From an optimization exercise on the open Yosys and OpenROAD flow, aimed at small area, a short achievable clock period and few clock cycles; shortcuts taken in it are not production practice. Where RTL was checked, it was by simulation tests only, not by an equivalence proof against the original. No activity file was given, so power comes from the tool's default toggle rates.

## microw_emitter
module microw_emitter (
    input  wire        clk,
    input  wire        rst,          
    input  wire        cmd_valid,
    output wire        cmd_ready,
    input  wire [31:0] cmd_data,
    output reg         rsp_valid,
    output reg  [31:0] rsp_data
);
Size in the first run: ~3200 cells after synthesis, ~1100 flip-flops, roughly 69 I/O pins, roughly 48000 µm² of cells after synthesis.
Settings: LEC_CHECK=0, CAP_MARGIN=20, CORE_MARGIN=2, CORE_UTILIZATION=40, SETUP_SLACK_MARGIN=5, SLEW_MARGIN=20; clock period 8.0 ns.
run.sh (not shown) runs the stock make flow with config.mk's settings and CLKGATE_MAP_FILE= SYNTH_SCRIPT=/design/flow/synth_recipe.tcl, a recipe that flattens the netlist after the stock synthesis.
Testbench counts at the start, summed over its fixed seeds: cycles 34,132.
Then changed:
SETUP_SLACK_MARGIN = 4   (was 5)
What happened: The new run ran to the end with no violations. Global-route usage went down by 2.6 points. Cell count goes down by 5.0%. Die area is unchanged. Routed wire length went down by 12%. Non-clock buffer count falls by 232. Combinational power decreases by 32%. Flip-flop and latch count does not change. Cell area went down by 10%. Clock skew came out lower by 0.028 ns. Setup slack degrades by 0.26 ns. Via count drops by 6.8%.

Another version of the RTL of microw_emitter (not shown whole).
Size in the first run: roughly 1100 flip-flops, roughly 69 I/O pins.
export LEC_CHECK = 0
export CAP_MARGIN = 20
export CORE_MARGIN = 2
export CORE_UTILIZATION = 40
export CTS_CLUSTER_DIAMETER = 100
export CTS_CLUSTER_SIZE = 27
export SETUP_SLACK_MARGIN = 5
export SLEW_MARGIN = 20
export TNS_END_PERCENT = 5
create_clock -name core_clock -period 8.0 [get_ports {clk}]
The starting point produced a clean layout.
Testbench counts at the start, summed over its fixed seeds: cycles 34,663.
Then changed:
==> flow/flow/run.sh (new file) <==
#!/bin/bash
# The standard layout (the standard.sh, unchanged synthesis and steps),
# with the port buffers made from buf_4 cells instead of the slow cell
# buffer_ports picks by default. Each tool's output is in standard.log.
set -e
export BUFFER_PORTS_ARGS="-buffer_cell sky130_fd_sc_hd__buf_4"
bash standard.sh > standard.log 2>&1
==> flow/standard.sh (new file) <==
#!/bin/bash
# synth_recipe.tcl (not shown) runs the flow's synth.tcl, then flattens the netlist and writes it again
# the make line also repeats each setting of config.mk as NAME=value (left out here)
make -C /OpenROAD-flow-scripts/flow DESIGN_CONFIG=/design/flow/config.mk WORK_HOME=/design/flow/orfs CLKGATE_MAP_FILE= SYNTH_SCRIPT=/design/flow/synth_recipe.tcl "${@:-finish}"
- CTS_CLUSTER_SIZE: 27 -> 24
- TNS_END_PERCENT: 5 -> 10
removed: flow/run.sh
After rerunning:
- The changed run completed without violations
- sequential share of layout area goes up by 0.56 points
- via count went down by 0.89%
- cell count goes down by about 0.6%
- core utilization fell by 0.49 points
- final area fell by about 1%
Then changed:
==> flow/run.sh (new file) <==
#!/bin/bash
# synth_recipe.tcl (not shown) runs the flow's synth.tcl, then flattens the netlist and writes it again
# the make line also repeats each setting of config.mk as NAME=value (left out here)
make -C /OpenROAD-flow-scripts/flow DESIGN_CONFIG=/design/flow/config.mk WORK_HOME=/design/flow/orfs CLKGATE_MAP_FILE= SYNTH_SCRIPT=/design/flow/synth_recipe.tcl finish
removed: flow/flow/run.sh
removed: flow/standard.sh
Outcome: Fmax went down by 1.8%. Wire length went up by 0.77%. Hold slack improved by 5.5 ps. Design area went up by 1.5%. Non-clock buffer count went up by 23.

before:
microw_emitter, a different RTL version from the one above (not shown whole).
Size: ~3300 cells after synthesis, roughly 1000 flip-flops, ~69 I/O pins.
export LEC_CHECK = 0
export CAP_MARGIN = 20
export CORE_MARGIN = 2
export CORE_UTILIZATION = 40
export SETUP_SLACK_MARGIN = 3
export SLEW_MARGIN = 20
create_clock -name core_clock -period 8.0 [get_ports {clk}]
Stock flow here: none of the scripts above is used.
No crash in before: every stage finished, but the layout fails its final checks due to antenna rules.
Changes in after relative to before:
# before
export LEC_CHECK = 0
export CAP_MARGIN = 20
export CORE_MARGIN = 2
export CORE_UTILIZATION = 40
export SETUP_SLACK_MARGIN = 3
export SLEW_MARGIN = 20
create_clock -name core_clock -period 8.0 [get_ports {clk}]
# after
export LEC_CHECK = 0
export CAP_MARGIN = 20
export CORE_MARGIN = 2
export CORE_UTILIZATION = 40
export SETUP_SLACK_MARGIN = 5
export SLEW_MARGIN = 20
create_clock -name core_clock -period 8.0 [get_ports {clk}]
Findings:
When the final numbers for after and before were put side by side, the data required time of the worst path turned out to be smaller in after.
[compare] base=before new=after: detailed-routed wire length on met3 went up by about 26%, final standard cell utilization of the core went up by 8.9 points, cell count went up by about 8%, register-to-register slack went up by 0.32 ns.
before → after: cell total after placement went down by 33, logic gate share of total power went up 0.7 points, detailed-routing wirelength on met1 picked up an extra 3.4%, fraction of power consumed by the clock network rose 1.0 points.
Relative to before, the cell area measured on after has increased by more than 10%.
Out of after and before, the only run to close with the timing, DRC and antenna checks passing was after.
STATUS run=before STAGES=ALL_DONE FINAL_CHECKS=FAILED CAUSE=antenna rules
Function was not checked in any run of this note: the RTL went through the layout flow alone.

try-umber:
microw_emitter, a different RTL version from the one above (not shown whole).
Size: roughly 3400 cells after synthesis, about 69 I/O pins.
clock: 8.0 ns
lec_check: 0
cap_margin: 20
core_margin: 2
core_utilization: 40
cts_cluster_diameter: 100
cts_cluster_size: 24
setup_slack_margin: 5
slew_margin: 20
Testbench counts of try-umber, summed over its fixed seeds: cycles 34,663.
> inputs changed (try-umber -> try-delta)
# try-umber
export LEC_CHECK = 0
export CAP_MARGIN = 20
export CORE_MARGIN = 2
export CORE_UTILIZATION = 40
export CTS_CLUSTER_DIAMETER = 100
export CTS_CLUSTER_SIZE = 24
export SETUP_SLACK_MARGIN = 5
export SLEW_MARGIN = 20
create_clock -name core_clock -period 8.0 [get_ports {clk}]
# try-delta
export LEC_CHECK = 0
export CAP_MARGIN = 20
export CORE_MARGIN = 2
export CORE_UTILIZATION = 60
export CTS_CLUSTER_DIAMETER = 100
export CTS_CLUSTER_SIZE = 24
export SETUP_SLACK_MARGIN = 5
export SLEW_MARGIN = 20
export TNS_END_PERCENT = 10
create_clock -name core_clock -period 8.0 [get_ports {clk}]
--- outcome ---
- Compared to try-umber, the routing of try-delta uses less wire.
- Against try-umber as the reference, try-delta delivers a lower critical path depth.
- The critical path data required time reported for try-delta is smaller than that of try-umber by 0.06 ns.
- Compared with try-umber, total power in try-delta decreased slightly.
- As far as synthesized-area fraction occupied by ao, oa, aoi and oai cells goes, try-delta and try-umber are indistinguishable; the numbers are identical.
- Via density per instance was lower in try-umber than in try-delta.
- When try-delta is set beside try-umber, its area growth from synthesis to layout turns out to be 6.5 points smaller.
- Per the comparison of try-delta with try-umber, smallest setup slack after layout shrank by 0.051 ns, cell count lower, register-to-register slack -0.05 ns.
diff inputs: try-delta => try-violet
# try-delta
export LEC_CHECK = 0
export CAP_MARGIN = 20
export CORE_MARGIN = 2
export CORE_UTILIZATION = 60
export CTS_CLUSTER_DIAMETER = 100
export CTS_CLUSTER_SIZE = 24
export SETUP_SLACK_MARGIN = 5
export SLEW_MARGIN = 20
export TNS_END_PERCENT = 10
create_clock -name core_clock -period 8.0 [get_ports {clk}]
# try-violet
export LEC_CHECK = 0
export CAP_MARGIN = 20
export CORE_MARGIN = 2
export CORE_UTILIZATION = 40
export CTS_CLUSTER_DIAMETER = 100
export CTS_CLUSTER_SIZE = 24
export SETUP_SLACK_MARGIN = 4.5
export SLEW_MARGIN = 20
create_clock -name core_clock -period 8.0 [get_ports {clk}]
Results
try-violet vs. try-delta: share of the cycle needed by the critical path after routing now sits higher, leakage power of the design now sits lower, portion of total power attributed to combinational logic now sits lower. Final critical delay including setup and external delays is higher on try-violet. try-violet and try-delta ended up with nearly the same switching share of total power. Going from try-delta to try-violet, proportion of cell area occupied by multi-input gates shrinks by 0.50 points. try-violet -> try-delta: accumulated negative setup slack delta 0, exact match. try-delta -> try-violet: register area flat. Compared with try-delta, in try-violet hold slack ~0 delta, met1 global-route usage shrank by 21 points.

Setup of main:
microw_emitter with an RTL version that a note above also has.
Size: roughly 3200 cells after synthesis, ~1100 flip-flops, ~69 I/O pins, roughly 48000 µm² of cells after synthesis.
clock: 8.0 ns
lec_check: 0
cap_margin: 20
core_margin: 2
core_utilization: 40
cts_cluster_diameter: 100
cts_cluster_size: 24
setup_slack_margin: 5
slew_margin: 20
tns_end_percent: 30
main closes out successfully: all stages finished, all timing, DRC and antenna checks passed.
Testbench counts of main, summed over its fixed seeds: cycles 34,663.
Modified inputs, the feature branch compared to main
Settings: PLACE_DENSITY newly set to 0.7; TNS_END_PERCENT changed from 30 to 10.
Notes after the runs:
- Final period utilization delta for the feature branch relative to main: 0.79 points higher
- Compared with main, the feature branch is the less power-hungry design.
- Comparing the two runs side by side, the feature branch comes out behind main on worst setup slack.
- Compared the feature branch against main; sequential cell area within noise.
- Global-route usage was higher in the run labelled main.
- The feature branch: layout overhead on the synthesized area 1.9 points below main
- main ended up with rsp_data[17] as its timing endpoint of the critical path; the feature branch ended up with rsp_data[9].
- Compared main against the feature branch; power share of the combinational group within noise.
- Total non-filler cell area in the finished layout (higher): main
- Looking at final wirelength, the feature branch sits below main.

microw_emitter again, from the RTL that the note above started with.
// microw_emitter
module microw_emitter (
    input  wire        clk,
    input  wire        rst,          
    input  wire        cmd_valid,
    output wire        cmd_ready,
    input  wire [31:0] cmd_data,
    output reg         rsp_valid,
    output reg  [31:0] rsp_data
);
Settings: LEC_CHECK=0, CAP_MARGIN=20, CORE_MARGIN=2, CORE_UTILIZATION=40, CTS_CLUSTER_DIAMETER=100, CTS_CLUSTER_SIZE=24, SETUP_SLACK_MARGIN=5, SLEW_MARGIN=20, TNS_END_PERCENT=15; clock period 8.0 ns.
Testbench counts at the start, summed over its fixed seeds: cycles 34,663.
Next try:
Settings changed: TNS_END_PERCENT 15 to 20.
=> First-iteration DRC count rises by 4.3%; core utilization rises by 0.31 points; wire length is about the same; hold slack hardly moves; critical path depth falls by 9; total power rises by 1.2%; count of clock-buffer cells in the layout rises by 14; flip-flop and latch count is unchanged; area after synthesis stays the same.

-- port drivers added, routing unchanged --
The flow's constraints put no driver on any port. The routed layouts listed below were extracted and timed again, unchanged, in two steps. Step 1 (the two cells are an assumption about what drives the block):
set clk [get_ports {clk}]
set_driving_cell -lib_cell sky130_fd_sc_hd__clkbuf_16 $clk
set_driving_cell -lib_cell sky130_fd_sc_hd__buf_2 [delete_from_list [all_inputs] $clk]
Step 2 adds t to the input delays and takes it off the output delays; t is the mean of the earliest and latest rising clock arrival at the registers after step 1. Input paths then give back, and output paths get back, about the clock's delay inside the block. a / b / c = ideal ports / drivers / drivers and shift; a / b = the first two.
run | t, ns | setup slack, ns | worst setup path after step 2 | worst data-port slew with drivers (ns) | cell pins on the clock port's net
the first run of note 1 | 0.806 | 4.342 / 4.342 / 4.208 | input to register | 0.07 | 1
the second run of note 1 | 0.754 | 4.081 / 4.081 / 3.659 | input to register | 0.08 | 1
the first run of note 2 | 0.742 | 4.758 / 4.739 / 4.132 | input to register | 0.12 | 1
the second run of note 2 | 0.751 | 4.767 / 4.790 / 4.056 | input to register | 0.07 | 1
the third run of note 2 | 0.733 | 4.708 / 4.641 / 4.164 | input to register | 0.04 | 1
before | 0.778 | 3.139 / 3.139 / 3.139 | register to register | 0.11 | 1
after | 0.763 | 3.459 / 3.459 / 3.459 | register to register | 0.04 | 1
try-umber | 0.758 | 4.705 / 4.705 / 4.315 | input to register | 0.07 | 1
try-delta | 0.724 | 4.654 / 4.602 / 4.128 | input to register | 0.08 | 1
try-violet | 0.740 | 4.540 / 4.540 / 3.915 | input to register | 0.07 | 1
main | 0.746 | 4.808 / 4.737 / 4.236 | input to register | 0.05 | 1
the feature branch | 0.742 | 4.745 / 4.675 / 4.233 | input to register | 0.04 | 1
the first run of note 6 | 0.760 | 4.797 / 4.737 / 4.214 | input to register | 0.05 | 1
the second run of note 6 | 0.754 | 4.768 / 4.697 / 4.260 | input to register | 0.04 | 1
For the second run of note 2, which loses most, drivers alone change the setup slack by +0.023 ns; drivers and shift together by -0.711 ns.
